Background: an optimization exercise with open tools, aiming at small area. Do not read the settings as production practice. Function was checked by simulation only, so behaviour that the tests miss may differ from the original. No activity file was given, so power comes from the tool's default toggle rates.

==> inputs of job 8157 <==
// dkb_xcvr
module dkb_xcvr (
    input  wire        clk,
    input  wire        rst,           
    input  wire        start,
    input  wire [2:0]  op,
    output wire        busy,
    input  wire        host_we,
    input  wire [6:0]  host_addr,
    input  wire [15:0] host_wdata,
    output wire [15:0] host_rdata,
    output wire        ie,
    input  wire        line_i,
    output wire        drv_oe,
    output wire        drv_o
);
clock: 8.0 ns
lec_check: 0
cap_margin: 5
core_margin: 2
core_utilization: 40
cts_buf_list: sky130_fd_sc_hd__clkbuf_4
cts_cluster_diameter: 50
cts_cluster_size: 9
slew_margin: 5
synth_hierarchical: 1
standard.sh (not shown) runs the stock make flow with config.mk's settings and CLKGATE_MAP_FILE= SYNTH_SCRIPT=/design/flow/synth_recipe.tcl, a recipe that flattens the netlist after the stock synthesis.
==> flow/flow/run.sh <==
#!/bin/bash
# Standard ORFS layout with three changes that only shrink buffering:
#  - port buffers use the smallest buffer cell (buffer_ports -buffer_cell)
#  - timing-driven global placement does not keep its trial buffers
#    (repair_design after placement still fixes every slew/cap violation)
#  - clock tree synthesis adds no dummy loads
# The synthesis is the standard one, run unchanged first.
set -euo pipefail
bash standard.sh synth > synth.log 2>&1
export BUFFER_PORTS_ARGS="-buffer_cell sky130_fd_sc_hd__buf_1"
export GPL_KEEP_OVERFLOW=0
export CTS_ARGS="-sink_clustering_enable -repair_clock_nets -dont_use_dummy_load -buf_list sky130_fd_sc_hd__clkbuf_4 -sink_clustering_size 9 -sink_clustering_max_diameter 50"
bash standard.sh finish > layout.log 2>&1
==> inputs of job 8313, as changes to job 8157 <==
--- a/flow/design.v
+++ b/flow/design.v
@@ -35,43 +35,41 @@
     localparam [1:0] RX_WAIT_HIGH = 2'd1;
     localparam [1:0] RX_MEASURE   = 2'd2;
     reg [3:0]  seq;
     reg [2:0]  opr;
     reg [1:0]  rxs;
     reg [20:0] cnt;
     reg [3:0]  txidx;        
     reg [7:0]  sh;           
-    reg        ie_r;         
+    reg        ie_r;
+    reg        ie_saved;
     reg [7:0]  arg_n;
     reg [7:0]  arg_max;
     reg        arg_rumble;
     reg [15:0] arg_delay;
     reg [3:0]  res_count;    
     reg        res_ok;
     reg [2:0]  res_code;     
     reg [7:0]  txbuf      [0:2];
     reg [7:0]  rxbuf      [0:9];
     reg [7:0]  status_rec [0:2];
     reg [7:0]  origin_rec [0:9];
     reg [7:0]  report_rec [0:7];
     wire idle    = (seq == S_IDLE);
     wire respond = (opr == OP_RESPOND);
     assign busy = !idle;
-    wire session = opr[2] || (opr[1] && opr[0]);
-    wire masked  = session && (seq == S_TX || seq == S_RX || seq == S_CLASSIFY ||
-                               seq == S_TURN || seq == S_RESTORE);
-    assign ie = ie_r && !masked;
+    assign ie   = ie_r;
     wire z_hi  = (cnt[20:6] == 15'd0);
     wire z6    = (cnt[5:0] == 6'd0);
     wire zero  = z_hi && z6;
     wire one   = z_hi && (cnt[5:1] == 5'd0) && cnt[0];
     reg [2:0] tx_sp;
     always @(*) begin
-        if (!respond)         tx_sp = (seq == S_RX) ? 3'd2 : 3'd1;
+        if (!respond)         tx_sp = 3'd1;
         else if (res_code == 3'd1) tx_sp = 3'd3;
         else if (res_code == 3'd2) tx_sp = 3'd4;
         else                  tx_sp = 3'd5;
     end
     wire [2:0] r_sp  = idle ? host_addr[6:4] : tx_sp;
     wire [3:0] r_idx = idle ? host_addr[3:0] : txidx;
     wire [5:0]  sp;
     wire [15:0] d16;
@@ -317,26 +315,26 @@
     wire tx_stop = (txidx == txlen);
     wire tx_bit  = tx_stop || rbyte[cnt[8:6]];
     wire tx_low  = tx_bit ? (cnt[5:4] == 2'b11) : (cnt[5:4] != 2'b00);
     assign drv_oe = (seq == S_CFG) || (seq == S_MASK && !respond) || (seq == S_TX);
     assign drv_o  = !(seq == S_TX && tx_low);
     reg [3:0] maxlen;
     always @(*) begin
         case (opr)
-            OP_IDENTIFY,
-            OP_RESPOND:   maxlen = 4'd3;
+            OP_IDENTIFY:  maxlen = 4'd3;
             OP_ORIGINATE: maxlen = 4'd10;
             OP_POLL:      maxlen = 4'd8;
             default:      maxlen = arg_max[3:0];
         endcase
     end
     wire [7:0] rx_v     = {sh[6:0], line_i};
     wire [3:0] txidx_inc = txidx + 4'd1;
-    wire rx_full   = (txidx_inc == maxlen);
+    wire [3:0] rc_inc    = res_count + 4'd1;
+    wire rx_full   = respond ? (txidx_inc == 4'd3) : (rc_inc == maxlen);
     wire rx_sample = (seq == S_RX) && (rxs == RX_MEASURE) && zero;
     wire rx_store  = rx_sample && sh[7];
     wire rx_wait   = (seq == S_RX) && (rxs != RX_MEASURE);
     wire rx_hit    = line_i == (rxs == RX_WAIT_HIGH);
     wire rx_exit   = (rx_wait && !rx_hit && zero) || (rx_store && rx_full);
     reg [2:0] cls_code;
     always @(*) begin
         if (txidx == 4'd1)      cls_code = (res_code == 3'd1 || res_code == 3'd2) ? res_code : 3'd0;
@@ -369,34 +367,37 @@
         if (idle)                wd = host_wdata[7:0];
         else if (seq == S_RX)    wd = rx_v;
         else if (seq == S_LOAD)  wd = {1'b0, opr != OP_IDENTIFY, 5'd0, opr == OP_ORIGINATE};
         else if (seq == S_CFG)   wd = 8'h03;
         else                     wd = {7'd0, arg_rumble};
     end
     wire poll = (opr == OP_POLL);
     wire rx_store_buf = rx_store && !respond;
-    wire op_wr = (seq == S_LOAD) || ((seq == S_CFG || seq == S_MASK) && poll);
     integer i;
     always @(posedge clk) begin
         for (i = 0; i < 3; i = i + 1) begin
-            if ((hw || op_wr) && sel_tx[i])
+            if ((hw && sel_tx[i]) ||
+                (i == 0 && seq == S_LOAD) ||
+                (i == 1 && seq == S_CFG && poll) ||
+                (i == 2 && seq == S_MASK && poll))
                 txbuf[i] <= wd;
             if (hw && sel_st[i])
-                status_rec[i] <= host_wdata[7:0];
+                status_rec[i] <= wd;
         end
         for (i = 0; i < 10; i = i + 1) begin
-            if ((hw || rx_store_buf) && sel_rx[i])
+            if ((hw && sel_rx[i]) ||
+                (rx_store_buf && res_count == i[3:0]))
                 rxbuf[i] <= wd;
             if (hw && sel_or[i])
-                origin_rec[i] <= host_wdata[7:0];
+                origin_rec[i] <= wd;
         end
         for (i = 0; i < 8; i = i + 1) begin
             if (hw && sel_rp[i])
-                report_rec[i] <= host_wdata[7:0];
+                report_rec[i] <= wd;
         end
     end
     always @(posedge clk) begin
         cnt <= cnt - 21'd1;
         if (go && op == OP_DELAY)
             cnt <= {5'd0, arg_delay};
         if (enter_tx)
             cnt <= 21'd0;
@@ -405,61 +406,57 @@
         if (rx_wait && rx_hit)
             cnt <= (rxs == RX_WAIT_HIGH) ? 21'd127 : 21'd31;
         if (rx_sample && !rx_exit)
             cnt <= 21'd127;
         if (seq == S_CLASSIFY)
             cnt <= 21'd127;
         if (go)
             opr <= op;
+        if (seq == S_MASK)
+            ie_saved <= ie_r;
         if (enter_tx)
             txidx <= 4'hf;
-        else if (enter_rx || go)
+        else if (enter_rx)
             txidx <= 4'd0;
         else if ((seq == S_TX && z6 && cnt[8:6] == 3'd0 && !tx_stop) ||
-                 rx_store || seq == S_LOAD || seq == S_CFG)
+                 (rx_store && respond))
             txidx <= txidx_inc;
         if (enter_rx) begin
             rxs <= RX_WAIT_LOW;
             sh  <= 8'd1;
         end else if (rx_wait && rx_hit) begin
             rxs <= (rxs == RX_WAIT_HIGH) ? RX_WAIT_LOW : RX_MEASURE;
         end else if (rx_sample) begin
             rxs <= RX_WAIT_HIGH;
             sh  <= sh[7] ? 8'd1 : rx_v;
         end
     end
     always @(posedge clk) begin
         if (rst) begin
-            if (masked) ie_r <= 1'b0;
-        end else if (hw && sel_rg[8]) begin
-            ie_r <= host_wdata[0];
-        end
-    end
-    always @(posedge clk) begin
-        if (rst) begin
             seq        <= S_IDLE;
             arg_n      <= 8'd0;
             arg_max    <= 8'd0;
             arg_rumble <= 1'b0;
             arg_delay  <= 16'd0;
             res_count  <= 4'd0;
             res_ok     <= 1'b0;
             res_code   <= 3'd0;
         end else begin
             if (hw) begin
                 if (sel_rg[1]) arg_n      <= host_wdata[7:0];
                 if (sel_rg[2]) arg_max    <= host_wdata[7:0];
                 if (sel_rg[3]) arg_rumble <= host_wdata[0];
                 if (sel_rg[4]) arg_delay  <= host_wdata;
+                if (sel_rg[8]) ie_r       <= host_wdata[0];
             end
             if (enter_rx && !(seq == S_MASK && respond))
                 res_count <= 4'd0;
             else if (rx_store_buf)
-                res_count <= txidx_inc;
+                res_count <= rc_inc;
             if (rx_store && respond) begin
                 case (txidx[1:0])
                     2'd0:    res_code <= (rx_v == 8'h00) ? 3'd1 :
                                          (rx_v == 8'h41) ? 3'd2 :
                                          (rx_v == 8'h40) ? 3'd3 : 3'd0;
                     2'd1:    res_code <= (res_code == 3'd3 && rx_v == 8'h03) ? 3'd3 : 3'd0;
                     default: res_code <= (res_code == 3'd3) ? 3'd3 + {1'b0, rx_v[1:0]} : 3'd0;
                 endcase
@@ -476,16 +473,17 @@
                             default:    seq <= S_LOAD;
                         endcase
                     end
                 end
                 S_DLYS:  if (one) seq <= S_IDLE;
                 S_LOAD:  seq <= S_CFG;
                 S_CFG:   seq <= S_MASK;
                 S_MASK: begin
+                    ie_r <= 1'b0;
                     seq  <= respond ? S_RX : S_TX;
                 end
                 S_TX: begin
                     if (tx_end) begin
                         if (opr == OP_TX) seq <= S_IDLE;
                         else if (respond) seq <= S_RESTORE;
                         else              seq <= S_RX;
                     end
@@ -498,16 +496,17 @@
                     end
                 end
                 S_CLASSIFY: begin
                     res_code <= cls_code;
                     seq      <= (cls_code == 3'd0) ? S_RESTORE : S_TURN;
                 end
                 S_TURN:     if (zero) seq <= S_TX;
                 S_RESTORE: begin
+                    ie_r <= ie_saved;
                     seq  <= S_IDLE;
                     if (!respond && opr != OP_XFER)
                         res_ok <= (res_count == maxlen);
                 end
                 default: seq <= S_IDLE;
             endcase
         end
     end
==> flow/flow/run.sh (replaced) <==
#!/bin/bash
# Standard ORFS layout, except that the port buffers are the smallest buffer
# cell (buffer_ports -buffer_cell) instead of the one ORFS picks by default.
# The synthesis is the standard one, run unchanged first.
set -euo pipefail
bash standard.sh synth > synth.log 2>&1
BUFFER_PORTS_ARGS="-buffer_cell sky130_fd_sc_hd__buf_1" bash standard.sh finish > layout.log 2>&1
- CAP_MARGIN: 5 -> 20
- CTS_BUF_LIST: sky130_fd_sc_hd__clkbuf_4 -> sky130_fd_sc_hd__clkbuf_8
- CTS_CLUSTER_DIAMETER: 50 -> 100
- CTS_CLUSTER_SIZE: 9 -> 16
- SLEW_MARGIN: 5 -> 20
==> run notes <==
| metric | job 8157 | job 8313 |
|---|---|---|
| Result of the run | complete, no violations | complete, no violations |
| Maximum operating frequency | 130.2 MHz | 139.4 MHz |
| Beginning of the worst hold path | arg_delay[11] | sh[3] |
| Hold Crit Endpoint | arg_delay[11] | sh[3] |
| Initial antenna violation count | 2 | 0 |
| Area of the die | 0.03944 mm2 | 0.03977 mm2 |
| Routed length per placed instance | 24.52 um | 24.81 um |
| Multi-input logic portion of the cell area | 0.3078 | 0.3064 |
| Post-synthesis mux area share | 0.01462 | 0.01015 |
| Clock-pin slew on the worst setup and hold paths | 90 ps | 110 ps |
| Basic-gate share of the synthesized area counting and, or, nand and nor cells | 0.1421 | 0.1405 |
| Total internal power | 0.002874 W | 0.002980 W |
| Power attributed to sequential cells | 0.00234 W | 0.00244 W |
| Root buffer cell | sky130_fd_sc_hd__clkbuf_4 | sky130_fd_sc_hd__clkbuf_8 |
| Highest ir drop seen on vdd | 0.0001111 V | 0.0001269 V |
| Cell area after placement | 0.01580 mm2 | 0.01617 mm2 |
| Gate count after technology mapping | 1,201 | 1,230 |
| GPL Wtd Cong | 0.9276 | 0.9726 |
| Worst Tran Pin Value | 1267 ps | 1183 ps |
| Data-path buffer share of cell area in the final layout | 0.01547 | 0.02536 |
| Final core area utilization | 0.4315 | 0.4414 |

## separate check: timing with driven ports
In the flow no input, the clock included, has a driving cell. The finished layouts below were timed again as built, in two steps. Step 1: set_driving_cell puts a clkbuf_16 on clk and a buf_2 on each other input, an assumption about the parent block. Step 2 adds t to the input delays and takes it off the output delays; t is the mean of the earliest and latest rising clock arrival at the registers after step 1. Input paths then give back, and output paths get back, about the clock's delay inside the block. Three values: no drivers, after step 1, after step 2; two values: the first two.
run | shift t [ns] | slack for setup (ns) | worst setup path at the end | slew at the worst register clock pin (ns) | cell pins on the clock port's net
job 8157 | 0.804 | 0.317 / 0.270 / 1.075 | register to output | 0.11 / 0.11 | 1
job 8313 | 0.656 | 0.825 / 0.780 / 0.860 | input to output | 0.12 / 0.12 | 1
After both steps every run listed still meets setup and hold.
